Background: an optimization exercise with open tools, aiming at small area. Do not read the settings as production practice. In this exercise RTL edits were held to simulation tests only and were not proved equivalent to the original.

$ cat flow/config.mk
export PLATFORM = sky130hd
export DESIGN_NAME = horn_core
export DESIGN_NICKNAME = horn_core
export VERILOG_FILES = /design/flow/design.v
export SDC_FILE = /design/flow/constraint.sdc
export NUM_CORES = 4
export LEC_CHECK = 0
export ABC_AREA = 1
export CAP_MARGIN = 10
export CORE_MARGIN = 2
export CORE_UTILIZATION = 78
export GPL_TIMING_DRIVEN = 0
export SLEW_MARGIN = 10
$ cat flow/constraint.sdc
create_clock -name core_clock -period 200.0 [get_ports {clk}]
set_input_delay 40.0000 -clock core_clock [delete_from_list [all_inputs] [get_ports {clk}]]
set_output_delay 40.0000 -clock core_clock [all_outputs]
set_load 0.01 [all_outputs]
$ cat flow/design.v
module pwm_period (
    input  wire [15:0] freq,
    output reg  [15:0] period
);
    localparam [20:0] N = 21'd2000000;    
    wire sat = (freq < 16'd31);
    wire big = (freq > 16'd20000);
    wire [14:0] f = freq[14:0];
    reg [14:0] rem;
    reg [15:0] hi;
    reg [15:0] s;
    reg [15:0] q;
    reg [15:0] qm1;
    reg [15:0] fz;                       
    reg        c, a, nb, z;
    integer    i, j, w;
    always @* begin
        fz[15] = 1'b1;
        for (j = 14; j >= 0; j = j - 1)
            fz[j] = fz[j+1] & ~f[j];
        rem = N >> 16;
        for (i = 15; i >= 0; i = i - 1) begin
            w  = blen(N >> i);           
            hi = {rem, N[i]};
            c  = 1'b1;
            s  = 16'd0;
            for (j = 0; j < 16; j = j + 1) begin
                if (j < w) begin
                    a    = hi[j];
                    nb   = (j < 15) ? ~f[j] : 1'b1;
                    s[j] = a ^ nb ^ c;
                    c    = (a & nb) | (a & c) | (nb & c);
                end
            end
            if (w < 16) c = c & fz[w];
            q[i] = c;
            rem  = (c ? s[14:0] : hi[14:0]) & ((w >= 15) ? 15'h7fff : 15'h7fff >> (15 - w));
        end
        z = 1'b1;                        
        for (j = 0; j < 16; j = j + 1) begin
            qm1[j] = q[j] ^ z;
            z      = z & ~q[j];
        end
        period = sat ? 16'hFFFF : big ? 16'd99 : qm1;
    end
    function integer blen(input [20:0] x);
        integer k;
        begin
            blen = 0;
            for (k = 0; k < 21; k = k + 1)
                if (x[k]) blen = k + 1;
        end
    endfunction
endmodule
module pwm_compare (
    input  wire [15:0] period,
    input  wire [6:0]  duty,
    output reg  [15:0] compare
);
    reg [22:0] x;
    reg [15:0] u;
    reg [15:0] pp;
    reg [20:0] y;
    reg [5:0]  t;
    reg [4:0]  r;
    reg        c, ge;
    integer    j, k;
    always @* begin
        u    = period & {16{duty[0]}};
        x    = 23'd0;
        x[0] = u[0];
        u    = {1'b0, u[15:1]};
        for (j = 1; j < 7; j = j + 1) begin
            pp = period & {16{duty[j]}};
            c  = 1'b0;
            for (k = 0; k < 16; k = k + 1) begin
                {c, u[k]} = {(u[k] & pp[k]) | (u[k] & c) | (pp[k] & c),
                             u[k] ^ pp[k] ^ c};
            end
            x[j] = u[0];
            u    = {c, u[15:1]};
        end
        x[22:7] = u;
        y = x[22:2];
        r = y[20:16];
        for (j = 15; j >= 0; j = j - 1) begin
            t  = {r, y[j]};
            ge = (t >= 6'd25);
            compare[j] = ge;
            r  = ge ? t[4:0] - 5'd25 : t[4:0];
        end
    end
endmodule
module pattern_rom (
    input  wire [3:0]  cur_addr,      
    input  wire [3:0]  start_addr,    
    output wire [15:0] period,        
    output wire [15:0] compare,
    output wire [2:0]  next_dur,      
    output wire [2:0]  start_dur      
);
    wire [15:0] cur = 16'd1 << cur_addr;
    wire [15:0] st  = 16'd1 << start_addr;
    assign period =
        ({16{cur[0]}} & 16'd4544) |
        ({16{cur[2]}} & 16'd999) |
        ({16{cur[3]}} & 16'd999) |
        ({16{cur[5]}} & 16'd1999) |
        ({16{cur[6]}} & 16'd1332) |
        ({16{cur[8]}} & 16'd2499) |
        ({16{cur[9]}} & 16'd65535) |
        ({16{cur[10]}} & 16'd2499) |
        ({16{cur[12]}} & 16'd4544);
    assign compare =
        ({16{cur[0]}} & 16'd4544) |
        ({16{cur[2]}} & 16'd499) |
        ({16{cur[3]}} & 16'd249) |
        ({16{cur[5]}} & 16'd999) |
        ({16{cur[6]}} & 16'd666) |
        ({16{cur[8]}} & 16'd2499) |
        ({16{cur[10]}} & 16'd749) |
        ({16{cur[12]}} & 16'd2272);
    assign next_dur =
        ({3{cur[1]}} & 3'd3) |
        ({3{cur[2]}} & 3'd2) |
        ({3{cur[4]}} & 3'd2) |
        ({3{cur[5]}} & 3'd2) |
        ({3{cur[7]}} & 3'd2) |
        ({3{cur[8]}} & 3'd1) |
        ({3{cur[9]}} & 3'd2) |
        ({3{cur[11]}} & 3'd4);
    assign start_dur =
        ({3{st[0]}} & 3'd5) |
        ({3{st[2]}} & 3'd3) |
        ({3{st[3]}} & 3'd2) |
        ({3{st[5]}} & 3'd2) |
        ({3{st[6]}} & 3'd2) |
        ({3{st[8]}} & 3'd2) |
        ({3{st[9]}} & 3'd1) |
        ({3{st[10]}} & 3'd2) |
        ({3{st[12]}} & 3'd4);
endmodule
module horn_core (
    input  wire        clk,
    input  wire        rst,           
    input  wire [31:0] cmd,
    input  wire [15:0] tick,
    input  wire        raw_level,
    input  wire        cmp_tripped,
    input  wire        config_mode,
    input  wire        charging,
    output wire [15:0] tone_period,
    output wire [15:0] tone_compare,
    output reg         horn_out,
    output reg         ind_red,
    output wire        cmp_sel,
    output reg         sw_status,
    output reg         seq_active,
    output reg  [2:0]  lvg_state,
    output reg         res_bool,
    output wire [15:0] res_period,
    output wire [15:0] res_compare,
    output reg         cmd_err
);
    localparam [3:0] OP_NOP        = 4'd0,
                     OP_POLL       = 4'd1,
                     OP_SW_UPDATE  = 4'd2,
                     OP_SW_GET     = 4'd3,
                     OP_SW_CLEAR   = 4'd4,
                     OP_SEQ_START  = 4'd5,
                     OP_SEQ_UPDATE = 4'd6,
                     OP_SEQ_ABORT  = 4'd7,
                     OP_PWM_CALC   = 4'd8,
                     OP_LVG_UPDATE = 4'd9;
    localparam [2:0] S_INIT = 3'd0,
                     S_KILL = 3'd1,
                     S_CB   = 3'd2,
                     S_CHI  = 3'd3,
                     S_CHA  = 3'd4,
                     S_EB   = 3'd5,
                     S_DEAD = 3'd6;
    localparam [1:0] SEL_BELL   = 2'd0,
                     SEL_CHARGE = 2'd1,
                     SEL_MINI   = 2'd2;
    localparam [3:0] ADDR_NONE = 4'd1;
    reg [2:0]  sw_cnt;           
    reg [15:0] sw_last_tick;
    reg [3:0]  seq_addr;         
    reg [2:0]  seq_remaining;
    reg [15:0] seq_last_tick;
    reg        tone_off;         
    reg [4:0]  guard_timer;
    reg        commit_short;     
    reg [2:0]  lv_count;
    reg        lv_sticky;
    reg [1:0]  sel_pattern;
    reg [15:0] lvg_last_tick;
    reg [15:0] pwm_period_q;
    reg [6:0]  pwm_duty_q;
    wire [3:0] op  = cmd[31:28];
    wire [2:0] pat = cmd[2:0];
    reg [3:0] start_addr;
    always @* begin
        if (op == OP_SEQ_START)
            start_addr = rom_base(pat);
        else if (lvg_state == S_CHA)
            start_addr = (sel_pattern == SEL_BELL)   ? 4'd2 :
                         (sel_pattern == SEL_CHARGE) ? 4'd5 : 4'd12;
        else
            start_addr = 4'd8;
    end
    wire [2:0]  start_dur;
    wire [2:0]  next_dur;
    wire [15:0] step_period, step_compare;
    pattern_rom u_rom (
        .cur_addr     (seq_addr),
        .start_addr   (start_addr),
        .period       (step_period),
        .compare      (step_compare),
        .next_dur     (next_dur),
        .start_dur    (start_dur)
    );
    wire seq_tick = (tick != seq_last_tick);
    reg        upd_playing;
    reg        upd_step;
    reg [2:0]  upd_remaining;
    reg        upd_active;
    always @* begin
        upd_playing   = seq_active;
        upd_step      = 1'b0;
        upd_remaining = seq_remaining;
        upd_active    = seq_active;
        if (seq_tick) begin
            if (!seq_active) begin
                upd_playing = 1'b0;
            end else if (seq_remaining != 3'd0) begin
                upd_remaining = seq_remaining - 3'd1;
                upd_playing   = 1'b1;
            end else if (next_dur != 3'd0) begin
                upd_step      = 1'b1;
                upd_remaining = next_dur;
                upd_playing   = 1'b1;
            end else begin
                upd_active    = 1'b0;
                upd_playing   = 1'b0;
            end
        end
    end
    reg [2:0]  n_sw_cnt;
    reg        n_sw_status;
    reg        n_sw_last;
    reg [3:0]  n_seq_addr;
    reg [2:0]  n_seq_remaining;
    reg        n_seq_last;
    reg        n_seq_active;
    reg        n_tone_off;
    reg        n_horn_out;
    reg        n_ind_red;
    reg [2:0]  n_lvg_state;
    reg [4:0]  n_guard_timer;
    reg        n_commit_short;
    reg [2:0]  n_lv_count;
    reg        n_lv_sticky;
    reg [1:0]  n_sel_pattern;
    reg        n_lvg_last;
    reg        n_res_bool;
    reg        n_cmd_err;
    reg        sw;
    reg        do_sw;
    reg        do_lvg;
    task seq_start;
        begin
            n_seq_addr      = start_addr;
            n_seq_remaining = start_dur;
            n_seq_last      = 1'b1;
            n_seq_active    = 1'b1;       
            n_tone_off      = 1'b0;
        end
    endtask
    task seq_update;
        begin
            n_seq_last      = 1'b1;
            n_seq_remaining = upd_remaining;
            n_seq_active    = upd_active;
            if (upd_step) begin
                n_seq_addr = seq_addr + 4'd1;
                n_tone_off = 1'b0;
            end
        end
    endtask
    task horn_off;
        begin
            n_horn_out = 1'b0;
            n_tone_off = 1'b1;
        end
    endtask
    task enter_active;
        begin
            n_guard_timer  = 5'd20;
            n_commit_short = 1'b0;
            n_sel_pattern  = config_mode ? SEL_MINI : SEL_BELL;
            n_lvg_state    = S_CHA;
        end
    endtask
    always @* begin
        n_sw_cnt        = sw_cnt;
        n_sw_status     = sw_status;
        n_sw_last       = 1'b0;
        n_seq_addr      = seq_addr;
        n_seq_remaining = seq_remaining;
        n_seq_last      = 1'b0;
        n_seq_active    = seq_active;
        n_tone_off      = tone_off;
        n_horn_out      = horn_out;
        n_ind_red       = ind_red;
        n_lvg_state     = lvg_state;
        n_guard_timer   = guard_timer;
        n_commit_short  = commit_short;
        n_lv_count      = lv_count;
        n_lv_sticky     = lv_sticky;
        n_sel_pattern   = sel_pattern;
        n_lvg_last      = 1'b0;
        n_res_bool      = 1'b0;
        n_cmd_err       = 1'b0;
        sw              = 1'b0;
        do_sw  = (op == OP_POLL) || (op == OP_SW_UPDATE);
        do_lvg = ((op == OP_POLL) && !charging) || (op == OP_LVG_UPDATE);
        if (do_sw) begin
            n_sw_last = 1'b1;
            if (tick != sw_last_tick) begin
                if (raw_level == 1'b0) begin              
                    if (sw_cnt == 3'd2) begin             
                        n_sw_cnt    = 3'd4;
                        n_sw_status = 1'b1;
                    end else if (sw_cnt[2] == 1'b0) begin
                        n_sw_cnt = sw_cnt + 3'd1;
                    end else if (sw_cnt != 3'd4) begin
                        n_sw_cnt = sw_cnt - 3'd1;
                    end
                end else begin                            
                    if (sw_cnt == 3'd7) begin             
                        n_sw_cnt    = 3'd0;
                        n_sw_status = 1'b0;
                    end else if (sw_cnt[2] == 1'b1) begin
                        n_sw_cnt = sw_cnt + 3'd1;
                    end else if (sw_cnt != 3'd0) begin
                        n_sw_cnt = sw_cnt - 3'd1;
                    end
                end
            end
        end
        case (op)
            OP_NOP, OP_POLL, OP_SW_UPDATE, OP_PWM_CALC, OP_LVG_UPDATE: ;
            OP_SW_GET:     n_res_bool  = sw_status;
            OP_SW_CLEAR:   n_sw_status = 1'b0;
            OP_SEQ_START:  if (pat <= 3'd4) seq_start;
                           else             n_cmd_err = 1'b1;
            OP_SEQ_UPDATE: begin
                               seq_update;
                               n_res_bool = upd_playing;
                           end
            OP_SEQ_ABORT:  n_seq_active = 1'b0;
            default:       n_cmd_err = 1'b1;    
        endcase
        if (do_lvg) n_lvg_last = 1'b1;
        if (do_lvg && tick != lvg_last_tick) begin
            sw = n_sw_status;
            case (lvg_state)
                S_INIT: begin
                    n_guard_timer  = 5'd3;
                    n_lv_count     = 3'd0;
                    n_lv_sticky    = 1'b0;
                    n_sel_pattern  = sw ? (config_mode ? SEL_MINI : SEL_BELL)
                                        : SEL_CHARGE;
                    n_lvg_state    = S_KILL;
                end
                S_KILL: begin
                    if (cmp_tripped) begin
                        n_lvg_state = S_DEAD;
                    end else begin
                        if (guard_timer <= 5'd1) begin
                            n_guard_timer = 5'd20;
                            n_commit_short = 1'b1;
                            n_lvg_state   = S_CHA;
                        end else begin
                            n_guard_timer = guard_timer - 5'd1;
                        end
                    end
                end
                S_CB: begin
                    seq_update;
                    if (upd_playing) begin
                        if (sw) begin
                            n_seq_active = 1'b0;      
                            enter_active;
                        end
                    end else begin
                        if (lv_sticky) begin
                            seq_start;                
                            n_lvg_state = S_EB;
                        end else begin
                            n_guard_timer = 5'd5;
                            n_lvg_state   = S_CHI;
                        end
                    end
                end
                S_CHI: begin
                    horn_off;
                    if (sw) begin
                        enter_active;
                    end else begin
                        if (guard_timer != 5'd0)
                            n_guard_timer = guard_timer - 5'd1;
                        if (guard_timer <= 5'd1 && lv_sticky) begin
                            seq_start;                
                            n_lvg_state = S_EB;
                        end
                    end
                end
                S_CHA: begin
                    if (sw) begin
                        n_sel_pattern = config_mode ? SEL_MINI : SEL_BELL;
                        if (guard_timer <= (commit_short ? 5'd19 : 5'd17))
                            n_horn_out = 1'b1;
                        if (cmp_tripped) begin
                            if (lv_count != 3'd6) n_lv_count = lv_count + 3'd1;
                            if (lv_count >= 3'd3) n_lv_sticky = 1'b1;
                        end else begin
                            if (lv_count != 3'd0) n_lv_count = lv_count - 3'd1;
                        end
                        if (guard_timer != 5'd0)
                            n_guard_timer = guard_timer - 5'd1;
                        if (guard_timer <= 5'd1) n_sw_status = 1'b0;    
                    end else begin
                        n_horn_out  = 1'b0;
                        seq_start;                    
                        n_lvg_state = S_CB;
                    end
                end
                S_EB: begin
                    if (sw) begin
                        n_seq_active = 1'b0;          
                        enter_active;
                    end else begin
                        seq_update;
                        if (!upd_playing) begin
                            horn_off;
                            n_guard_timer = 5'd0;
                        end
                    end
                    n_ind_red = 1'b1;
                end
                default: begin                        
                    n_ind_red = 1'b1;
                end
            endcase
        end
    end
    wire [15:0] cmd_period;
    wire [15:0] cmd_compare;
    pwm_period u_period (
        .freq   (cmd[23:8]),
        .period (cmd_period)
    );
    pwm_compare u_compare (
        .period  (pwm_period_q),
        .duty    (pwm_duty_q),
        .compare (cmd_compare)
    );
    assign res_period  = pwm_period_q;
    assign res_compare = cmd_compare;       
    assign cmp_sel = lvg_state[2] ^ lvg_state[1];
    assign tone_period  = step_period;
    assign tone_compare = tone_off ? 16'd0 : step_compare;
    always @(posedge clk) begin
        pwm_duty_q   <= (cmd[7:0] > 8'd100) ? 7'd100 : cmd[6:0];
        if (rst) begin
            sw_cnt        <= 3'd0;
            sw_status     <= 1'b0;
            sw_last_tick  <= 16'd0;
            seq_addr      <= ADDR_NONE;
            seq_remaining <= 3'd0;
            seq_last_tick <= 16'd0;
            seq_active    <= 1'b0;
            tone_off      <= 1'b0;
            horn_out      <= 1'b0;
            ind_red       <= 1'b0;
            lvg_state     <= S_INIT;
            guard_timer   <= 5'd0;
            commit_short  <= 1'b0;
            lv_count      <= 3'd0;
            lv_sticky     <= 1'b0;
            sel_pattern   <= SEL_CHARGE;
            lvg_last_tick <= 16'd0;
            res_bool      <= 1'b0;
            cmd_err       <= 1'b0;
            pwm_period_q  <= 16'd0;
        end else begin
            sw_cnt        <= n_sw_cnt;
            sw_status     <= n_sw_status;
            if (n_sw_last)  sw_last_tick  <= tick;
            seq_addr      <= n_seq_addr;
            seq_remaining <= n_seq_remaining;
            if (n_seq_last) seq_last_tick <= tick;
            seq_active    <= n_seq_active;
            tone_off      <= n_tone_off;
            horn_out      <= n_horn_out;
            ind_red       <= n_ind_red;
            lvg_state     <= n_lvg_state;
            guard_timer   <= n_guard_timer;
            commit_short  <= n_commit_short;
            lv_count      <= n_lv_count;
            lv_sticky     <= n_lv_sticky;
            sel_pattern   <= n_sel_pattern;
            if (n_lvg_last) lvg_last_tick <= tick;
            res_bool      <= n_res_bool;
            cmd_err       <= n_cmd_err;
            pwm_period_q  <= (op == OP_PWM_CALC) ? cmd_period : 16'd0;
        end
    end
    function [3:0] rom_base(input [2:0] p);
        rom_base = ({4{p == 3'd1}} & 4'd2) |
                   ({4{p == 3'd2}} & 4'd5) |
                   ({4{p == 3'd3}} & 4'd8) |
                   ({4{p == 3'd4}} & 4'd12);
    endfunction
endmodule
$ cat flow/flow/run.sh
#!/bin/bash
# Own layout flow: the standard layout (standard.sh), with one change in
# synthesis: the ABC technology-mapping step runs an area-oriented script
# (flow/area.abc) in place of ORFS's abc_speed/abc_area script. Everything
# else, including the register mapping, flattening and renaming that
# synth_recipe.tcl does, is the standard synthesis unchanged.
# Each tool's full output goes to a log file in this folder (own_*.log) and
# under orfs/logs/.
set -euo pipefail
WORK=$(pwd)
FLOWDIR=$WORK/flow

# ORFS's synth.tcl with the abc call pointed at flow/area.abc
SRC=$FLOW_HOME/scripts/synth.tcl
n=$(grep -c '^  log_cmd abc {\*}\$abc_args$' "$SRC")
if [[ $n != 1 ]]; then echo "unexpected synth.tcl: $n abc calls" >&2; exit 1; fi
sed "s#^  log_cmd abc {\*}\$abc_args\$#  set abc_args [lreplace \$abc_args 1 1 $FLOWDIR/area.abc]\n  log_cmd abc {*}\$abc_args#" \
    "$SRC" > "$WORK/own_synth_core.tcl"

# synth_recipe.tcl, sourcing that copy instead of ORFS's synth.tcl
n=$(grep -c 'source \$::env(SCRIPTS_DIR)/synth.tcl' synth_recipe.tcl)
if [[ $n != 1 ]]; then echo "unexpected synth_recipe.tcl" >&2; exit 1; fi
sed "s#source \$::env(SCRIPTS_DIR)/synth.tcl#source $WORK/own_synth_core.tcl#" \
    synth_recipe.tcl > "$WORK/own_synth.tcl"

# standard.sh with that synthesis script
n=$(grep -c 'SYNTH_SCRIPT=' standard.sh)
if [[ $n != 1 ]]; then echo "unexpected standard.sh" >&2; exit 1; fi
# and with smaller cells for the port buffers and the clock tree: every port
# still gets its own buffer (buf_1, the smallest, in place of the
# clkdlybuf4s50_1 that buffer_ports picks), and CTS builds the tree from
# clkbuf_8 cells, in small clusters, without dummy loads
OWN_VARS="'BUFFER_PORTS_ARGS=-buffer_cell sky130_fd_sc_hd__buf_1'"
OWN_VARS+=" 'CTS_ARGS=-sink_clustering_enable -repair_clock_nets -dont_use_dummy_load -buf_list sky130_fd_sc_hd__clkbuf_8 -root_buf sky130_fd_sc_hd__clkbuf_8 -sink_clustering_size 8 -sink_clustering_max_diameter 30'"
sed "s#SYNTH_SCRIPT=[^ ]*#SYNTH_SCRIPT=$WORK/own_synth.tcl $OWN_VARS#" standard.sh > "$WORK/own_standard.sh"

bash "$WORK/own_standard.sh" > "$WORK/own_flow.log" 2>&1 || { tail -50 "$WORK/own_flow.log"; exit 1; }
tail -5 "$WORK/own_flow.log"
$ cat flow/flow/area.abc
strash; dc2; dch -f; amap; topo; mfs2; strash; dc2; dch -f; amap; topo; mfs2; strash; dch -f; amap; topo
$ cat flow/standard.sh
#!/bin/bash
# synth_recipe.tcl (not shown) runs the flow's synth.tcl, then flattens the netlist and writes it again
# the make line also repeats each setting of config.mk as NAME=value (left out here)
make -C /OpenROAD-flow-scripts/flow DESIGN_CONFIG=/design/flow/config.mk WORK_HOME=/design/flow/orfs CLKGATE_MAP_FILE= SYNTH_SCRIPT=/design/flow/synth_recipe.tcl "${@:-finish}"
==> results of run 1 <==
-- worst max-delay path: cells and delay by family --
kind	cells	cell delay [ps]
and+or+nand+nor	31	9220
buffers and inverters	26	9020
AOI/OAI and AO/OA	30	6390
adders and majority gates	166	61370
-- synth_stat cells (2+ instances only) --
library cell,count
nor2_1,303
clkinv_1,278
fa_1,248
nand2_1,149
o21ai_0,146
dfxtp_1,103
a21oi_1,98
o22ai_1,82
ha_1,73
o22a_1,59
nor3_1,48
a31oi_1,29
a221oi_1,27
a22o_1,25
or3_1,17
o211ai_1,16
a211oi_1,15
nor2b_1,13
a22oi_1,11
buf_4,9
or2_0,9
nand3_1,8
nor4_1,8
o221ai_1,7
o32ai_1,6
a2111oi_0,5
a21boi_0,4
o21a_1,4
a311oi_1,3
nand4_1,3
a221o_1,2
a31o_1,2
nor4b_1,2
o221a_1,2
o31ai_1,2
-- worst max-delay path by stage --
| stage | from | endpoint | slack, ps | cells past startpoint |
|---|---|---|---|---|
| 6_report | cmd[20] | pwm_period_q[15] | 74120 | 253 |
| 5_1_grt | cmd[20] | pwm_period_q[15] | 70760 | 253 |
| 4_1_cts | cmd[9] | pwm_period_q[15] | 73740 | 253 |
| 3_5_place_dp | cmd[9] | pwm_period_q[15] | 73430 | 253 |
| 3_3_place_gp | cmd[10] | pwm_period_q[15] | 76400 | 251 |
| 2_1_floorplan | cmd[21] | pwm_period_q[15] | 83380 | 245 |
-- state kept, by name (all words and copies together), names as in the netlist --
register and flops:
lvg_state 3, seq_last_tick 16, seq_remaining 3, seq_active 1, lvg_last_tick 16, lv_count 3, res_bool 1, sw_last_tick 16
lv_sticky 1, sw_status 1, tone_off 1, pwm_duty_q 7, commit_short 1, horn_out 1, guard_timer 5, ind_red 1
cmd_err 1, seq_addr 4, sel_pattern 2, pwm_period_q 16, sw_cnt 3
-- routing by layer --
layer | track usage | share of wire | vias up | wire (um)
met1 | 0.492 | 0.39 | 6896 | 14600
met4 | 0.149 | 0.038 | 0 | 1420
met2 | 0.669 | 0.50 | 695 | 18700
li1 | - | - | 6629 | -
met5 | 0 | 0 | - | 0
met3 | 0.0577 | 0.074 | 174 | 2790
-- cell type report --
type / instances / area [um^2]
Buffer: 9 / 67.6
Clock buffer: 9 / 124
Fill cell: 1127 / 2800
Inverter: 278 / 1040
Multi-Input combinational cell: 1442 / 11900
Sequential cell: 103 / 2060
Tap cell: 234 / 293
Timing Repair Buffer: 124 / 512
-- per-stage QoR --
stage,worst slack (ps),cell area (um^2)
2_1_floorplan,83380,15000
3_3_place_gp,76400,15700
3_5_place_dp,73430,15800
4_1_cts,73740,16000
5_1_grt,70760,16000
6_report,74120,16000
-- cells by family after synthesis --
| group | count (synthesis) | share of synthesized area |
|---|---|---|
| AOI/OAI and AO/OA | 553 | 0.240 |
| xor gates and xnor gates | 1 | 0.000585 |
| adders and majority gates | 321 | 0.392 |
| buffers and inverters | 287 | 0.0741 |
| DFF | 103 | 0.138 |
| other | 1 | 0.000250 |
| and+or+nand+nor | 563 | 0.155 |
==> impl_metrics.json, run 1 <==
{
  "reg2reg_slack_ps": 194790,
  "fin_skew_ps": 54.4,
  "clkTransAtPathRegs_ps": 100,
  "dp_hpwl_mm": 30.3,
  "timing.final.crit_share": 0.629,
  "cap_viol_max_count": 0,
  "cpMostUsedCell": "fa_1",
  "grt_start_max_net_pins": 39,
  "vias_per_cell": 6.55,
  "r2r_start": "seq_last_tick[8]",
  "setup_viol": 0,
  "min_to": "sw_last_tick[0]",
  "coreArea_um2": 18800,
  "routedWlPerCell_um": 17.0,
  "ioPinCount": 128,
  "max_freq_mhz": 7.94,
  "cpPeakStageDelay_ps": 870,
  "antenna_found_initial": 0,
  "synth_top_area_frac": 0.331,
  "drc": 0,
  "r2r-end": "guard_timer[0]",
  "placedCellCount": 2190,
  "crit_fanout": 25,
  "die_w_um": 143,
  "grt_overflow_total": 0,
  "fin_util": 0.851,
  "ctsLongestPathBuffers": 2,
  "holdCritStartpoint": "sw_last_tick[0]",
  "num_rows": 50,
  "cts_tree": "yes",
  "ys_warn_count": 3,
  "synthArstFlopShare": 0,
  "io_buffers": 119,
  "arrival_ps": 126100,
  "hold_depth": 2,
  "cp.required_ps": 200220,
  "path_class": "in -> reg",
  "yosysTopAreaCell": "fa_1",
  "finalHoldViolCount": 0,
  "clock-root-buffer": "clkbuf_8",
  "synth-seq-cells": 103,
  "rsz0062_at_grt": "false",
  "syn_avg_cell_area_um2": 8.19,
  "grt_pass1_vias": 14248,
  "whs_ps": 480,
  "reg2reg_depth": 17,
  "worstSetupEndpointType": "flop",
  "drtIter0Drc": 1265,
  "cp_slowest_cell": "nor3_1",
  "ctsResizeCount": 0,
  "drive_gt1_frac": 0.0219,
  "drtPass1Iterations": 8,
  "clk_latency_ps": 400,
  "synth_flop_cell": "dfxtp_1",
  "dieArea_um2": 20300,
  "cts_made_buffers": 9,
  "final_cell_mix": "303 x nor2_1, 278 x clkinv_1, 248 x fa_1, 149 x nand2_1, 145 x o21ai_0",
  "max_slew_margin": 0.244,
  "synthCells": 1829,
  "die_h_um": 143,
  "hold_buffers": 0,
  "grt_usage": 0.385,
  "synth_edf_count": 0,
  "htree_levels": 3,
  "n_antenna_cell": 0,
  "clkSinkCount": 103,
  "antenna_left": 0,
  "layout_commonest_cell": "nor2_1",
  "critPathLaunchType": "input pin",
  "finalCriticalPeriod_ps": 125880,
  "via_count": 14394,
  "syn_area_um2": 15000,
  "synth_area_leaders": "fa_1 33%, dfxtp_1 14%, nor2_1 7.6%",
  "stdcell_count": 2199,
  "cts_setup_buffers": 0,
  "syn2layout_area_growth_pct": 6.58,
  "gp_congestion": 0.953,
  "nets": 2342,
  "wl_mm": 37.5,
  "max_slew.worst_pin.slew_ps": 1120,
  "min-delay-path-class": "reg -> reg",
  "yosysUniqueCellTypes": 48,
  "floorplan.initialDensity": 0.798,
  "setup_tns_ps": 0,
  "grt_pass1_wl_mm": 64.0,
  "ys_seq_area_frac": 0.138,
  "report.final.slew_viol_count": 0,
  "status": "timing/DRC/antenna clean"
}
==> run 2: changes to the inputs <==
--- a/flow/flow/run.sh
+++ b/flow/flow/run.sh
@@ -31,7 +31,10 @@
 # clkdlybuf4s50_1 that buffer_ports picks), and CTS builds the tree from
 # clkbuf_8 cells, in small clusters, without dummy loads
 OWN_VARS="'BUFFER_PORTS_ARGS=-buffer_cell sky130_fd_sc_hd__buf_1'"
-OWN_VARS+=" 'CTS_ARGS=-sink_clustering_enable -repair_clock_nets -dont_use_dummy_load -buf_list sky130_fd_sc_hd__clkbuf_8 -root_buf sky130_fd_sc_hd__clkbuf_8 -sink_clustering_size 8 -sink_clustering_max_diameter 30'"
+# synthesis buffers a port that repeats another signal with the same
+# smallest buffer (buf_4 by default)
+OWN_VARS+=" 'MIN_BUF_CELL_AND_PORTS=sky130_fd_sc_hd__buf_1 A X'"
+OWN_VARS+=" 'CTS_ARGS=-sink_clustering_enable -repair_clock_nets -dont_use_dummy_load -buf_list sky130_fd_sc_hd__clkbuf_16 -root_buf sky130_fd_sc_hd__clkbuf_16'"
 sed "s#SYNTH_SCRIPT=[^ ]*#SYNTH_SCRIPT=$WORK/own_synth.tcl $OWN_VARS#" standard.sh > "$WORK/own_standard.sh"
 
 bash "$WORK/own_standard.sh" > "$WORK/own_flow.log" 2>&1 || { tail -50 "$WORK/own_flow.log"; exit 1; }
==> run 2 against run 1 <==
Net effect:
- critical path type unchanged
- worst setup slack worse by 470 ps
- via count up 1.3%
- non-clock buffer count down 1
- clock-buffer cell count unchanged
- worst hold slack better by 7.8 ps
- die area down 0.22%
- register-to-register slack worse by 50 ps
- global-route usage up 0.81 points
- maximum frequency down 0.37%
- core utilization up 0.21 points
- highest routed layer unchanged
- sequential cell count unchanged
==> impl_metrics.json, run 2 <==
{
  "ioPinCount": 128,
  "synth_area_leaders": "fa_1 33%, dfxtp_1 14%, nor2_1 7.6%",
  "cp_top_family": "adder cells",
  "antenna_left": 0,
  "cp_slowest_cell": "nor4_1",
  "min-delay-path-class": "reg -> reg",
  "antenna_found_initial": 0,
  "synthArstFlopShare": 0,
  "syn2layout_area_growth_pct": 7.08,
  "path_class": "in -> reg",
  "ys_warn_count": 3,
  "timing.final.crit_share": 0.632,
  "drtIter0Drc": 1080,
  "status": "timing/DRC/antenna clean",
  "setup_tns_ps": 0,
  "cpMostUsedCell": "fa_1",
  "layout_commonest_cell": "nor2_1",
  "worstSetupEndpointType": "flop",
  "drc": 0,
  "fillers": 1114,
  "max_slew.worst_pin.slew_ps": 1250,
  "critPathBufInv": 26,
  "ys_seq_area_frac": 0.138,
  "setup_viol": 0,
  "yosysMostFrequentCell": "nor2_1",
  "dp_hpwl_mm": 30.7,
  "cp.required_ps": 200200,
  "grt_pass1_vias": 14516,
  "placedCellCount": 2189,
  "synth-seq-cells": 103,
  "cpPeakStageDelay_ps": 1000,
  "grt_pass1_wl_mm": 65.1,
  "syn_avg_cell_area_um2": 8.17,
  "num_rows": 50,
  "fin_ws_ps": 73650,
  "max_slew_margin": 0.160,
  "report.final.slew_viol_count": 0,
  "synthCells": 1829,
  "yosysUniqueCellTypes": 48,
  "vias_per_cell": 6.63,
  "n_antenna_cell": 0,
  "final_cell_mix": "303 x nor2_1, 278 x clkinv_1, 248 x fa_1, 149 x nand2_1, 145 x o21ai_0",
  "ys_top_cells_by_count": "303 x nor2_1, 278 x clkinv_1, 248 x fa_1, 149 x nand2_1, 146 x o21ai_0",
  "coreArea_um2": 18800,
  "via_count": 14577,
  "io_buffers": 119,
  "reg2reg_slack_ps": 194740,
  "htree_levels": 3,
  "grt_start_max_net_pins": 46,
  "crit_fanout": 25,
  "syn_area_um2": 15000,
  "drive_gt1_frac": 0.0163,
  "synth_edf_count": 0,
  "clk_latency_ps": 370,
  "clkTransAtPathRegs_ps": 90,
  "routedWlPerCell_um": 17.4,
  "yosysTopAreaCell": "fa_1",
  "die_w_um": 142,
  "dieArea_um2": 20300,
  "max_freq_mhz": 7.91,
  "nets": 2341,
  "clock-root-buffer": "clkbuf_16",
  "finalCriticalPeriod_ps": 126350,
  "finalHoldViolCount": 0,
  "synth_flop_cell": "dfxtp_1",
  "floorplan.initialDensity": 0.797,
  "clkSinkCount": 103,
  "path_depth": 253,
  "ctsLongestPathBuffers": 2,
  "gp_congestion": 0.965,
  "cts_made_buffers": 9,
  "place_ws_ps": 73530,
  "wl_mm": 38.2,
  "rsz0062_at_grt": "false",
  "die_h_um": 142,
  "hold_depth": 2,
  "cts_setup_buffers": 0,
  "fin_skew_ps": 42.1,
  "critPathLaunchType": "input pin",
  "synth_top_area_frac": 0.332,
  "stdcell_count": 2198,
  "cap_viol_max_count": 0,
  "hold_buffers": 0,
  "reg2reg_depth": 18,
  "fin_util": 0.853,
  "ctsResizeCount": 0,
  "grt_usage": 0.393,
  "arrival_ps": 126550,
  "grt_overflow_total": 0,
  "cts_tree": "yes",
  "drtPass1Iterations": 5
}
==> run 2: cell count changes after synthesis <==
cell and delta:
buf_1 +9, buf_4 -9
==> run 2: layout make-up <==
cell class / count / area [um^2] / share of cell area
timing repair buffer: 123 / 489 / 0.0306
sequential: 103 / 2060 / 0.129
buffer: 9 / 33.8 / 0.00211
tap: 234 / 293 / 0.0183
multi-input combinational: 1442 / 11900 / 0.741
clock buffer: 9 / 225 / 0.0141
inverter: 278 / 1040 / 0.0652
==> run 2: cells by family (layout without fill, tap and decap cells) <==
family | count (synthesis) | after routing | synth area share
AND/OR/NAND/NOR | 563 | 563 | 0.156
AO/OA/AOI/OAI | 553 | 553 | 0.240
adder cells (fa/ha/maj) | 321 | 321 | 0.393
buffers and inverters | 287 | 419 | 0.0720
flip-flops | 103 | 103 | 0.138
other | 1 | 4 | 0.000251
XOR/XNOR | 1 | 1 | 0.000586
==> run 2: per-layer routing <==
layer | global-route usage | share of wire | vias up
met4 | 0.166 | 0.032 | 0
met5 | 0 | 0 | -
met2 | 0.696 | 0.51 | 762
met3 | 0.0592 | 0.079 | 150
li1 | - | - | 6621
met1 | 0.483 | 0.38 | 7044
==> run 2: worst paths after layout <==
check	start	end
hold reg to reg	sw_last_tick[6]	sw_last_tick[6]
setup / recovery	cmd[21]	pwm_period_q[15]
setup reg to reg	seq_last_tick[12]	guard_timer[0]
hold / removal	sw_last_tick[6]	sw_last_tick[6]
==> run 2: stage by stage <==
step | hold WS (ps) | instance area [um^2]
floorplan | 442 | 15000
global placement | 460 | 15700
detailed placement | 475 | 15800
CTS | 486 | 16000
global route | 500 | 16000
finish | 487 | 16000
==> run 2: worst register-to-register path: stages, from the launching register on <==
cell,delay (ps)
dfxtp_1,360
nor2_1,50
a21oi_1,150
o211ai_1,120
a2111oi_0,480
nand4_1,180
a21oi_1,160
o211ai_1,110
a211oi_1,400
or2_0,330
a21oi_1,160
o21ai_0,520
nor2_1,160
nor2_1,130
nor2_1,70
nor4_1,690
o21ai_0,330
a2111oi_0,560
a211oi_1,100
==> run 3: changes to the inputs <==
==> flow/flow/area.abc (replaced) <==
strash; dc2; &get -n; &deepsyn -T 120; &put; dch -f; amap; topo; mfs2; strash; dc2; dch -f; amap; topo; mfs2; strash; dch -f; amap; topo
==> run 3 against run 2 <==
Net effect:
- clock skew shrank 14 ps
- clock-buffer cell count is the same
- non-clock buffer count shrank 1
- worst hold slack lost 7.0 ps
- largest cell class unchanged
- critical path type unchanged
- final cell count shrank 4.0%
- synthesized cell count shrank 4.4%
- highest routed layer unchanged
- critical endpoint unchanged
- core utilization grew 0.53 points
==> impl_metrics.json, run 3 <==
{
  "n_antenna_cell": 0,
  "cts_setup_buffers": 0,
  "ioPinCount": 128,
  "cap_viol_max_count": 0,
  "vias_per_cell": 6.50,
  "max_slew.worst_pin.slew_ps": 1180,
  "synth_edf_count": 0,
  "dieArea_um2": 19700,
  "report.final.slew_viol_count": 0,
  "antenna_found_initial": 0,
  "dp_hpwl_mm": 29.4,
  "max_slew_margin": 0.213,
  "stdcell_area_um2": 15500,
  "grt_start_max_net_pins": 27,
  "cpMostUsedCell": "fa_1",
  "rsz0062_at_grt": "false",
  "antenna_left": 0,
  "drive_gt1_frac": 0.0143,
  "ys_seq_area_frac": 0.142,
  "wl_mm": 36.8,
  "clkSinkCount": 103,
  "finalHoldViolCount": 0,
  "yosysUniqueCellTypes": 45,
  "die_w_um": 140,
  "io_buffers": 119,
  "drtIter0Drc": 1174,
  "drtPass1Iterations": 5,
  "num_rows": 49,
  "grt_overflow_total": 0,
  "fin_util": 0.858,
  "path_class": "in -> reg",
  "ys_warn_count": 3,
  "ctsResizeCount": 0,
  "syn2layout_area_growth_pct": 7.13,
  "coreArea_um2": 18100,
  "timing.final.crit_share": 0.624,
  "reg2reg_depth": 18,
  "ys_top_cells_by_count": "333 x clkinv_1, 248 x fa_1, 224 x nor2_1, 159 x o22ai_1, 153 x nand2_1",
  "max_freq_mhz": 8.01,
  "floorplan.initialDensity": 0.801,
  "fin_skew_ps": 28.5,
  "status": "timing/DRC/antenna clean",
  "worstSetupEndpointType": "flop",
  "cpPeakStageDelay_ps": 880,
  "fillers": 1033,
  "synthArstFlopShare": 0,
  "yosysTopAreaCell": "fa_1",
  "cts_tree": "yes",
  "whs_ps": 480,
  "synth-seq-cells": 103,
  "final_cell_mix": "333 x clkinv_1, 248 x fa_1, 224 x nor2_1, 159 x o22ai_1, 153 x nand2_1",
  "crit_fanout": 23,
  "arrival_ps": 125000,
  "cp_slowest_cell": "nor3_1",
  "min-delay-path-class": "reg -> reg",
  "grt_usage": 0.384,
  "via_count": 13719,
  "hold_depth": 2,
  "syn_area_um2": 14500,
  "setup_viol": 0,
  "drc": 0,
  "hold_buffers": 0,
  "synth_area_leaders": "fa_1 34%, dfxtp_1 14%, clkinv_1 8.6%",
  "gp_congestion": 0.933,
  "yosysMostFrequentCell": "clkinv_1",
  "clkTransAtPathRegs_ps": 70,
  "grt_pass1_wl_mm": 62.1,
  "grt_pass1_vias": 13842,
  "layout_commonest_cell": "clkinv_1",
  "synth_top_area_frac": 0.343,
  "htree_levels": 3,
  "cts_made_buffers": 9,
  "routedWlPerCell_um": 17.4,
  "nets": 2259,
  "syn_avg_cell_area_um2": 8.29,
  "critPathLaunchType": "input pin",
  "synthCells": 1748,
  "clock-root-buffer": "clkbuf_16",
  "finalCriticalPeriod_ps": 124810,
  "setup_tns_ps": 0,
  "clk_latency_ps": 360,
  "ctsLongestPathBuffers": 2,
  "dpl-instance-area_um2": 15300,
  "synth_flop_cell": "dfxtp_1",
  "cp.required_ps": 200190,
  "die_h_um": 140
}
## run 3: cell count changes in the layout (fill, tap and decap cells not counted), sizes merged, moves of 21 or more
cell    before  now
o21ai      146  113
o22a        59   38
clkinv     278  333
o22ai       82  159
nor2       303  224
a21oi       98   60
## run 3: final timing paths
path	startpoint	endpoint	slack, ps
worst min-delay path	lv_sticky	lv_sticky	480
worst min register to register	lv_sticky	lv_sticky	480
worst max register to register	sw_last_tick[7]	seq_last_tick[15]	195710
worst max-delay path	cmd[20]	pwm_period_q[15]	75190
## run 3: layout make-up
class | count | area [um^2] | area share
clock buffers | 9 | 225 | 0.0145
repair buffers | 122 | 480 | 0.0310
well taps | 229 | 287 | 0.0185
inverters | 333 | 1250 | 0.0805
multi-input cells | 1306 | 11200 | 0.721
flip-flops and latches | 103 | 2060 | 0.133
plain buffers | 9 | 33.8 | 0.00218
## run 3: worst max-delay path: cells and delay by family
family	cells	cell delay [ps]
adders and majority gates	163	60270
and+or+nand+nor	27	9600
buffers and inverters	30	8720
AOI/OAI and AO/OA	32	6300
## run 3: cell families after synthesis
group	Yosys count	synth area share
simple gates	472	0.135
other cells	1	0.000259
flops	103	0.142
compound gates	509	0.228
fa+ha+maj	321	0.406
buf+inv	342	0.0886
## run 3: per-stage QoR
step	std cells	worst slack [ps]
3_5_place_dp	2102	75490
2_1_floorplan	1751	82240
6_report	2111	75190
3_3_place_gp	2099	75910
5_1_grt	2111	71240
4_1_cts	2111	75530
## run 3: metal layers
metal,vias up,GRT usage,share of wire
met5,-,0,0
met4,0,0.162,0.037
met1,6576,0.482,0.38
met2,705,0.675,0.51
li1,6275,-,-
met3,163,0.0520,0.076
==> run 4: changes to the inputs <==
--- a/flow/flow/run.sh
+++ b/flow/flow/run.sh
@@ -34,7 +34,7 @@
 # synthesis buffers a port that repeats another signal with the same
 # smallest buffer (buf_4 by default)
 OWN_VARS+=" 'MIN_BUF_CELL_AND_PORTS=sky130_fd_sc_hd__buf_1 A X'"
-OWN_VARS+=" 'CTS_ARGS=-sink_clustering_enable -repair_clock_nets -dont_use_dummy_load -buf_list sky130_fd_sc_hd__clkbuf_16 -root_buf sky130_fd_sc_hd__clkbuf_16'"
+OWN_VARS+=" 'CTS_ARGS=-sink_clustering_enable -repair_clock_nets -dont_use_dummy_load -buf_list {sky130_fd_sc_hd__clkbuf_8 sky130_fd_sc_hd__clkbuf_16} -root_buf sky130_fd_sc_hd__clkbuf_16 -sink_clustering_size 10 -sink_clustering_max_diameter 40'"
 sed "s#SYNTH_SCRIPT=[^ ]*#SYNTH_SCRIPT=$WORK/own_synth.tcl $OWN_VARS#" standard.sh > "$WORK/own_standard.sh"
 
 bash "$WORK/own_standard.sh" > "$WORK/own_flow.log" 2>&1 || { tail -50 "$WORK/own_flow.log"; exit 1; }
==> flow/flow/area.abc (replaced) <==
strash; dc2; dch -f; amap; topo; mfs2; strash; dc2; dch -f; amap; topo; mfs2; strash; dch -f; amap; topo
==> run 4 against run 3 <==
Net effect:
- first-iteration DRC count is 8.0% lower
- sequential cell count stayed put
- global-route usage is 0.93 points higher
- via count is 6.3% higher
- maximum frequency is 1.2% lower
- clock skew is 14 ps higher
- core utilization is 0.53 points lower
- non-clock buffer count is 1 higher
- register-to-register slack worse by 970 ps
- critical endpoint unchanged
==> impl_metrics.json, run 4 <==
{
  "setup_viol": 0,
  "clkTransAtPathRegs_ps": 90,
  "syn_avg_cell_area_um2": 8.17,
  "cts_tree": "yes",
  "stdcell_area_um2": 16000,
  "syn2layout_area_growth_pct": 7.08,
  "ctsLongestPathBuffers": 2,
  "cp_slowest_cell": "nor4_1",
  "ctsResizeCount": 0,
  "dpl-instance-area_um2": 15800,
  "dp_hpwl_mm": 30.7,
  "nets": 2341,
  "wl_mm": 38.2,
  "clk_latency_ps": 370,
  "ys_warn_count": 3,
  "yosysUniqueCellTypes": 48,
  "fillers": 1114,
  "rsz0062_at_grt": "false",
  "cap_viol_max_count": 0,
  "worstSetupEndpointType": "flop",
  "synth_flop_cell": "dfxtp_1",
  "gp_congestion": 0.965,
  "synth-seq-cells": 103,
  "antenna_found_initial": 0,
  "layout_commonest_cell": "nor2_1",
  "setup_tns_ps": 0,
  "clock-root-buffer": "clkbuf_16",
  "drc": 0,
  "max_slew_margin": 0.160,
  "fin_skew_ps": 42.1,
  "grt_start_max_net_pins": 46,
  "min-delay-path-class": "reg -> reg",
  "synthArstFlopShare": 0,
  "drtIter0Drc": 1080,
  "synth_top_area_frac": 0.332,
  "dieArea_um2": 20300,
  "cts_setup_buffers": 0,
  "floorplan.initialDensity": 0.797,
  "syn_area_um2": 15000,
  "ioPinCount": 128,
  "finalCriticalPeriod_ps": 126350,
  "grt_pass1_vias": 14516,
  "ys_seq_area_frac": 0.138,
  "synth_area_leaders": "fa_1 33%, dfxtp_1 14%, nor2_1 7.6%",
  "final_cell_mix": "303 x nor2_1, 278 x clkinv_1, 248 x fa_1, 149 x nand2_1, 145 x o21ai_0",
  "io_buffers": 119,
  "yosysMostFrequentCell": "nor2_1",
  "cpPeakStageDelay_ps": 1000,
  "report.final.slew_viol_count": 0,
  "antenna_left": 0,
  "clkSinkCount": 103,
  "routedWlPerCell_um": 17.4,
  "drtPass1Iterations": 5,
  "crit_fanout": 25,
  "path_class": "in -> reg",
  "yosysTopAreaCell": "fa_1",
  "finalHoldViolCount": 0,
  "grt_pass1_wl_mm": 65.1,
  "timing.final.crit_share": 0.632,
  "arrival_ps": 126550,
  "grt_overflow_total": 0,
  "hold_buffers": 0,
  "grt_usage": 0.393,
  "reg2reg_depth": 18,
  "num_rows": 50,
  "htree_levels": 3,
  "max_slew.worst_pin.slew_ps": 1250,
  "cp.required_ps": 200200,
  "critPathLaunchType": "input pin",
  "synthCells": 1829,
  "die_w_um": 142,
  "vias_per_cell": 6.63,
  "cpMostUsedCell": "fa_1",
  "synth_edf_count": 0,
  "status": "timing/DRC/antenna clean",
  "drive_gt1_frac": 0.0163,
  "ys_top_cells_by_count": "303 x nor2_1, 278 x clkinv_1, 248 x fa_1, 149 x nand2_1, 146 x o21ai_0",
  "coreArea_um2": 18800,
  "via_count": 14577,
  "cts_made_buffers": 9,
  "die_h_um": 142,
  "n_antenna_cell": 0,
  "max_freq_mhz": 7.91,
  "hold_depth": 2
}
==> run 4: cell type report <==
cell class	instances	area, um^2	share of cell area
clock buffer	9	225	0.0141
tap	234	293	0.0183
inverter	278	1040	0.0652
timing repair buffer	123	489	0.0306
buffer	9	33.8	0.00211
multi-input combinational	1442	11900	0.741
sequential	103	2060	0.129
==> run 4: worst paths after layout <==
path                          start          endpoint  slack [ps]
setup / recovery            cmd[21]  pwm_period_q[15]       73650
hold / removal      sw_last_tick[6]   sw_last_tick[6]         490
setup reg to reg  seq_last_tick[12]    guard_timer[0]      194740
hold reg to reg     sw_last_tick[6]   sw_last_tick[6]         490
==> run 4: critical path, delay by kind of cell <==
family          cells  cell delay (ps)
compound gates     30             6450
simple gates       31             9250
fa+ha+maj         166            61600
buf+inv            26             9080
==> run 4: layer usage <==
metal / share of wire / vias to the layer above / routed length [um] / global-route usage
met3: 0.079 / 150 / 3010 / 0.0592
met2: 0.51 / 762 / 19400 / 0.696
met1: 0.38 / 7044 / 14500 / 0.483
li1: - / 6621 / - / -
met4: 0.032 / 0 / 1240 / 0.166
met5: 0 / - / 0 / 0
==> run 4: cells by family after synthesis <==
family	Yosys count	share of synthesized area
AND/OR/NAND/NOR	563	0.156
AO/OA/AOI/OAI	553	0.240
adder cells (fa/ha/maj)	321	0.393
XOR/XNOR	1	0.000586
buffers and inverters	287	0.0720
flip-flops	103	0.138
other	1	0.000251
==> run 4: stage by stage <==
step,cells,hold slack (ps),worst slack [ps],utilization
after global placement,2185,460,76370,0.837
after detailed placement,2189,475,73530,0.840
final,2198,487,73650,0.853
after CTS,2198,486,73660,0.852
after floorplan,1832,442,83380,-
after global routing,2198,500,70290,0.853
==> run 5: changes to the inputs <==
--- a/flow/flow/run.sh
+++ b/flow/flow/run.sh
@@ -1,9 +1,10 @@
 #!/bin/bash
-# Own layout flow: the standard layout (standard.sh), with one change in
-# synthesis: the ABC technology-mapping step runs an area-oriented script
-# (flow/area.abc) in place of ORFS's abc_speed/abc_area script. Everything
-# else, including the register mapping, flattening and renaming that
-# synth_recipe.tcl does, is the standard synthesis unchanged.
+# Own layout flow: the standard layout (standard.sh), with these changes
+# in synthesis: the ABC technology-mapping step runs an area-oriented script
+# (flow/area.abc) in place of ORFS's abc_speed/abc_area script, and the
+# arithmetic is left to ABC rather than mapped to adder cells first.
+# Everything else, including the register mapping, flattening and renaming
+# that synth_recipe.tcl does, is the standard synthesis unchanged.
 # Each tool's full output goes to a log file in this folder (own_*.log) and
 # under orfs/logs/.
 set -euo pipefail
@@ -34,7 +35,9 @@
 # synthesis buffers a port that repeats another signal with the same
 # smallest buffer (buf_4 by default)
 OWN_VARS+=" 'MIN_BUF_CELL_AND_PORTS=sky130_fd_sc_hd__buf_1 A X'"
-OWN_VARS+=" 'CTS_ARGS=-sink_clustering_enable -repair_clock_nets -dont_use_dummy_load -buf_list {sky130_fd_sc_hd__clkbuf_8 sky130_fd_sc_hd__clkbuf_16} -root_buf sky130_fd_sc_hd__clkbuf_16 -sink_clustering_size 10 -sink_clustering_max_diameter 40'"
+# no adder cells: ABC maps the arithmetic with the rest of the logic
+OWN_VARS+=" ADDER_MAP_FILE="
+OWN_VARS+=" 'CTS_ARGS=-sink_clustering_enable -repair_clock_nets -dont_use_dummy_load -buf_list sky130_fd_sc_hd__clkbuf_16 -root_buf sky130_fd_sc_hd__clkbuf_16 -sink_clustering_size 24 -sink_clustering_max_diameter 120'"
 sed "s#SYNTH_SCRIPT=[^ ]*#SYNTH_SCRIPT=$WORK/own_synth.tcl $OWN_VARS#" standard.sh > "$WORK/own_standard.sh"
 
 bash "$WORK/own_standard.sh" > "$WORK/own_flow.log" 2>&1 || { tail -50 "$WORK/own_flow.log"; exit 1; }
==> flow/flow/area.abc (replaced) <==
strash; dc2; &get -n; &deepsyn -T 150 -S 11; &put; dch -f; amap; topo; mfs2; strash; dc2; dch -f; amap; topo; mfs2; strash; dch -f; amap; topo
==> run 5 against run 4 <==
Net effect:
- still clean
- sequential cell count unchanged
- clock skew shrank 6.3 ps
- die area shrank 8.7%
- critical path type unchanged
- highest routed layer unchanged
==> impl_metrics.json, run 5 <==
{
  "cpPeakStageDelay_ps": 900,
  "finalCriticalPeriod_ps": 112380,
  "grt_pass1_vias": 16074,
  "min-delay-path-class": "reg -> reg",
  "nets": 2739,
  "multiInputGateArea_um2": 10600,
  "ctsResizeCount": 0,
  "yosysMostFrequentCell": "nor2_1",
  "die_h_um": 136,
  "synth-seq-cells": 103,
  "synth_edf_count": 0,
  "cts_tree": "yes",
  "floorplan.initialDensity": 0.793,
  "drive_gt1_frac": 0.00559,
  "max_freq_mhz": 8.90,
  "rsz0062_at_grt": "false",
  "ioPinCount": 128,
  "synthAdderAreaFrac": 0,
  "grt_usage": 0.428,
  "cpMostUsedCell": "nor2_1",
  "synth-simple-area-share": 0.377,
  "num_rows": 48,
  "gp_congestion": 0.999,
  "critPathBufInv": 27,
  "synth_top_family_by_area": "compound AO/OA/AOI/OAI gates",
  "fin_skew_ps": 35.7,
  "ys_warn_count": 3,
  "syn2layout_area_growth_pct": 7.32,
  "clk_latency_ps": 370,
  "wl_mm": 41.8,
  "holdCritStartpoint": "seq_remaining[0]",
  "cp.required_ps": 200270,
  "clock-root-buffer": "clkbuf_16",
  "syn_avg_cell_area_um2": 5.35,
  "grt_start_max_net_pins": 32,
  "dieArea_um2": 18500,
  "path_class": "in -> reg",
  "worstSetupEndpointType": "flop",
  "antenna_found_initial": 0,
  "finalHoldViolCount": 0,
  "clkTransAtPathRegs_ps": 50,
  "cap_viol_max_count": 0,
  "ys_top_cells_by_count": "652 x nor2_1, 373 x nand2_1, 331 x o21ai_0, 255 x clkinv_1, 251 x a21oi_1",
  "grt_overflow_total": 0,
  "max_slew_margin": 0.150,
  "timing.final.crit_share": 0.562,
  "fillers": 1200,
  "ys_seq_area_frac": 0.151,
  "dp_hpwl_mm": 32.0,
  "crit_fanout": 23,
  "n_antenna_cell": 0,
  "syn_area_um2": 13600,
  "htree_levels": 3,
  "synth-compound-area-share": 0.392,
  "muxShareOfSynthArea": 0,
  "grt_pass1_wl_mm": 67.5,
  "critPathLaunchType": "input pin",
  "clkSinkCount": 103,
  "vias_per_cell": 6.50,
  "yosys.area_share.xor_xnor": 0.00707,
  "drtIter0Drc": 1993,
  "r2r_start": "sw_last_tick[12]",
  "setup_viol": 0,
  "synthCells": 2548,
  "ctsLongestPathBuffers": 2,
  "die_w_um": 136,
  "status": "timing/DRC/antenna clean",
  "io_buffers": 119,
  "routedWlPerCell_um": 14.4,
  "cts_made_buffers": 9,
  "layout_commonest_cell": "nor2_1",
  "register_area_um2": 2060,
  "via_count": 18909,
  "max_slew.worst_pin.slew_ps": 1260,
  "whs_ps": 477,
  "reg2reg_slack_ps": 193760,
  "synth_area_leaders": "nor2_1 18%, dfxtp_1 15%, o21ai_0 12%",
  "setup_tns_ps": 0,
  "hold_buffers": 0,
  "final_cell_mix": "652 x nor2_1, 373 x nand2_1, 326 x o21ai_0, 255 x clkinv_1, 251 x a21oi_1",
  "synth_flop_cell": "dfxtp_1",
  "startpoint": "cmd[11]",
  "cp_slowest_cell": "a21oi_1",
  "arrival_ps": 112650,
  "yosysTopAreaCell": "nor2_1",
  "cp_top_family": "compound AO/OA/AOI/OAI gates",
  "synthArstFlopShare": 0,
  "coreArea_um2": 17200,
  "yosysUniqueCellTypes": 50,
  "report.final.slew_viol_count": 0,
  "drtPass1Iterations": 6,
  "synth_top_area_frac": 0.180,
  "antenna_left": 0,
  "drc": 0,
  "cts_setup_buffers": 0
}
## run 5: changes by cell type after synthesis, sizes merged, moves of 23 or more
cell | before | now
nor2 | 303 | 652
fa | 248 | 0
nand2 | 149 | 373
o21ai | 146 | 331
a21oi | 98 | 251
ha | 73 | 0
o22ai | 82 | 143
o22a | 59 | 2
nor3 | 48 | 89
nor2b | 13 | 53
o21a | 4 | 40
a22o | 25 | 0
a221oi | 27 | 4
clkinv | 278 | 255
## run 5: tightest hold or removal path: cells and delay by family, from the launching register on
kind / cells / cell delay, ps
flops: 1 / 310
compound gates: 1 / 60
simple gates: 1 / 50
## run 5: logic make-up after synthesis
| group | count (synthesis) |
|---|---|
| AO/OA/AOI/OAI | 920 |
| XOR/XNOR | 11 |
| buffers and inverters | 264 |
| flip-flops | 103 |
| other | 1 |
| AND/OR/NAND/NOR | 1249 |
## run 5: area by class of cell
cell class / count / area share
clock buffers: 9 / 0.0154
inverters: 255 / 0.0655
multi-input cells: 2184 / 0.724
flip-flops and latches: 103 / 0.141
well taps: 225 / 0.0193
repair buffers: 123 / 0.0328
plain buffers: 9 / 0.00231
## run 5: layer usage
metal | GRT usage | up-vias | share of wire
met5 | 0 | - | 0
met4 | 0.203 | 0 | 0.041
met3 | 0.0757 | 241 | 0.11
met2 | 0.743 | 1197 | 0.46
met1 | 0.509 | 8264 | 0.39
li1 | - | 9207 | -
## run 5: path summary, 6_finish.rpt
kind,end,depth (start not counted)
setup / recovery,pwm_period_q[9],374
hold / removal,seq_remaining[0],2
setup reg to reg,seq_remaining[1],26
hold reg to reg,seq_remaining[0],2
## run 5: through the flow
stage | cells | worst slack [ps] | util | area [um^2]
detailed placement | 2899 | 89490 | 0.838 | 14400
CTS | 2908 | 89520 | 0.851 | 14600
global placement | 2895 | 90310 | 0.836 | 14400
floorplan | 2551 | 104130 | - | 13600
global route | 2908 | 79100 | 0.851 | 14600
finish | 2908 | 87620 | 0.851 | 14600
==> run 6: changes to the inputs <==
--- a/flow/flow/run.sh
+++ b/flow/flow/run.sh
@@ -37,7 +37,7 @@
 OWN_VARS+=" 'MIN_BUF_CELL_AND_PORTS=sky130_fd_sc_hd__buf_1 A X'"
 # no adder cells: ABC maps the arithmetic with the rest of the logic
 OWN_VARS+=" ADDER_MAP_FILE="
-OWN_VARS+=" 'CTS_ARGS=-sink_clustering_enable -repair_clock_nets -dont_use_dummy_load -buf_list sky130_fd_sc_hd__clkbuf_16 -root_buf sky130_fd_sc_hd__clkbuf_16 -sink_clustering_size 24 -sink_clustering_max_diameter 120'"
+OWN_VARS+=" 'CTS_ARGS=-repair_clock_nets -dont_use_dummy_load -buf_list sky130_fd_sc_hd__clkbuf_16 -root_buf sky130_fd_sc_hd__clkbuf_16'"
 sed "s#SYNTH_SCRIPT=[^ ]*#SYNTH_SCRIPT=$WORK/own_synth.tcl $OWN_VARS#" standard.sh > "$WORK/own_standard.sh"
 
 bash "$WORK/own_standard.sh" > "$WORK/own_flow.log" 2>&1 || { tail -50 "$WORK/own_flow.log"; exit 1; }
==> run 6 against run 5 <==
Net effect:
- clock skew did not move
- first-iteration DRC count unchanged
- critical endpoint unchanged
- worst hold slack unchanged
- worst setup slack stayed put
- maximum frequency unchanged
- critical path type unchanged
- still clean
- clock-buffer cell count did not move
- area after synthesis stayed put
- wire length unchanged
==> impl_metrics.json, run 6 <==
{
  "hold_buffers": 0,
  "critPathLaunchType": "input pin",
  "grt_pass1_vias": 16074,
  "stdcell_count": 2908,
  "synth-simple-area-share": 0.377,
  "cp_top_family": "compound AO/OA/AOI/OAI gates",
  "crit_fanout": 23,
  "yosys.area_share.xor_xnor": 0.00707,
  "status": "timing/DRC/antenna clean",
  "path_depth": 374,
  "dp_hpwl_mm": 32.0,
  "placedCellCount": 2899,
  "syn_area_um2": 13600,
  "finalCriticalPeriod_ps": 112380,
  "yosysMostFrequentCell": "nor2_1",
  "clk_latency_ps": 370,
  "ys_top_cells_by_count": "652 x nor2_1, 373 x nand2_1, 331 x o21ai_0, 255 x clkinv_1, 251 x a21oi_1",
  "synthAdderAreaFrac": 0,
  "synth_area_leaders": "nor2_1 18%, dfxtp_1 15%, o21ai_0 12%",
  "floorplan.initialDensity": 0.793,
  "synthArstFlopShare": 0,
  "fin_skew_ps": 35.7,
  "synthCells": 2548,
  "antenna_left": 0,
  "clkTransAtPathRegs_ps": 50,
  "timing.final.crit_share": 0.562,
  "crit_path_end": "pwm_period_q[9]",
  "drc": 0,
  "cpMostUsedCell": "nor2_1",
  "routedWlPerCell_um": 14.4,
  "cp_slowest_cell": "a21oi_1",
  "report.final.slew_viol_count": 0,
  "reg2reg_slack_ps": 193760,
  "final_cell_mix": "652 x nor2_1, 373 x nand2_1, 326 x o21ai_0, 255 x clkinv_1, 251 x a21oi_1",
  "muxShareOfSynthArea": 0,
  "via_count": 18909,
  "synth_edf_count": 0,
  "ys_seq_area_frac": 0.151,
  "yosysTopAreaCell": "nor2_1",
  "cp.required_ps": 200270,
  "max_freq_mhz": 8.90,
  "ctsResizeCount": 0,
  "synth-compound-area-share": 0.392,
  "gp_congestion": 0.999,
  "fillers": 1200,
  "die_w_um": 136,
  "layout_commonest_cell": "nor2_1",
  "drtPass1Iterations": 6,
  "clock-root-buffer": "clkbuf_16",
  "startpoint": "cmd[11]",
  "r2r-end": "seq_remaining[1]",
  "max_slew_margin": 0.150,
  "nets": 2739,
  "multiInputGateArea_um2": 10600,
  "vias_per_cell": 6.50,
  "max_slew.worst_pin.slew_ps": 1260,
  "finalHoldViolCount": 0,
  "htree_levels": 3,
  "io_buffers": 119,
  "drive_gt1_frac": 0.00559,
  "yosysUniqueCellTypes": 50,
  "reg2reg_depth": 26,
  "num_rows": 48,
  "syn_avg_cell_area_um2": 5.35,
  "arrival_ps": 112650,
  "setup_viol": 0,
  "synth-seq-cells": 103,
  "synth_top_area_frac": 0.180,
  "path_class": "in -> reg",
  "r2r_start": "sw_last_tick[12]",
  "ys_warn_count": 3,
  "drtIter0Drc": 1993,
  "register_area_um2": 2060,
  "grt_overflow_total": 0,
  "cts_made_buffers": 9,
  "dpl-instance-area_um2": 14400,
  "whs_ps": 477,
  "wl_mm": 41.8,
  "grt_pass1_wl_mm": 67.5,
  "cpPeakStageDelay_ps": 900,
  "clkSinkCount": 103,
  "min-delay-path-class": "reg -> reg",
  "ctsLongestPathBuffers": 2,
  "synth_flop_cell": "dfxtp_1",
  "worstSetupEndpointType": "flop",
  "antenna_found_initial": 0,
  "synth_top_family_by_area": "compound AO/OA/AOI/OAI gates",
  "cts_tree": "yes",
  "stdcell_area_um2": 14600,
  "grt_usage": 0.428,
  "cap_viol_max_count": 0,
  "dieArea_um2": 18500,
  "rsz0062_at_grt": "false",
  "syn2layout_area_growth_pct": 7.32,
  "grt_start_max_net_pins": 32,
  "coreArea_um2": 17200,
  "cts_setup_buffers": 0,
  "n_antenna_cell": 0,
  "setup_tns_ps": 0,
  "die_h_um": 136,
  "critPathBufInv": 27,
  "ioPinCount": 128
}
-- run 6: area by class of cell --
class	count	share of cell area
plain buffers	9	0.00231
multi-input cells	2184	0.724
inverters	255	0.0655
flip-flops and latches	103	0.141
repair buffers	123	0.0328
well taps	225	0.0193
clock buffers	9	0.0154
-- run 6: routing by layer --
metal  GRT usage  part of all wire  wire length, um
met4       0.203             0.041             1730
met3      0.0757              0.11             4450
met5           0                 0                0
met1       0.509              0.39            16300
met2       0.743              0.46            19300
-- run 6: tightest hold or removal path: cells and delay by family (launching register included) --
kind / cells / cell delay, ps
flops: 1 / 310
simple gates: 1 / 50
compound gates: 1 / 60
-- run 6: worst min path at each step --
stage	from	slack [ps]	to	depth (start not counted)
finish	seq_remaining[0]	480	seq_remaining[0]	2
global route	lvg_last_tick[9]	500	lvg_last_tick[9]	2
CTS	seq_remaining[0]	480	seq_remaining[0]	2
detailed placement	lvg_last_tick[6]	470	lvg_last_tick[6]	2
global placement	sel_pattern[0]	440	sel_pattern[0]	1
floorplan	sel_pattern[0]	430	sel_pattern[0]	1
-- run 6: kinds of logic (layout without fill, tap and decap cells) --
kind of cell / count (synthesis) / after routing
simple gates: 1249 / 1249
flops: 103 / 103
xor+xnor: 11 / 11
buf+inv: 264 / 396
other cells: 1 / 4
compound gates: 920 / 920
-- run 6: metrics by stage --
step | utilization | setup slack, ps
after detailed placement | 0.838 | 89490
after floorplan | - | 104130
after global routing | 0.851 | 79100
final | 0.851 | 87620
after global placement | 0.836 | 90310
after CTS | 0.851 | 89520

what the ideal ports hide:
In the flow no input, the clock included, has a driving cell. The finished layouts below were timed again as built, in two steps. Step 1, drivers: a clkbuf_16 drives clk and a buf_2 each remaining input, both assumed. Step 2 also shifts input and output timing later by t, the mid clock arrival at the registers, as if the neighbouring blocks saw the same clock. Slacks: ideal ports / drivers / drivers and shift; pairs: ideal ports / drivers.
| run | t, ns | slack for setup (ns) | hold WS [ns] |
|---|---|---|---|
| run 1 | 0.410 | 74.122 / 74.131 / 73.721 | 0.480 / 0.480 / 0.480 |
| run 2 | 0.392 | 73.654 / 73.672 / 73.280 | 0.487 / 0.487 / 0.487 |
| run 3 | 0.393 | 75.193 / 75.221 / 74.827 | 0.480 / 0.480 / 0.480 |
| run 4 | 0.392 | 73.654 / 73.672 / 73.280 | 0.487 / 0.487 / 0.487 |
| run 5 | 0.393 | 87.619 / 87.636 / 87.243 | 0.477 / 0.477 / 0.477 |
| run 6 | 0.393 | 87.619 / 87.636 / 87.243 | 0.477 / 0.477 / 0.477 |
After both steps every run listed still meets setup and hold. The setup slack of run 1, which loses most, moves by +0.009 ns with the drivers and by -0.401 ns with both steps.
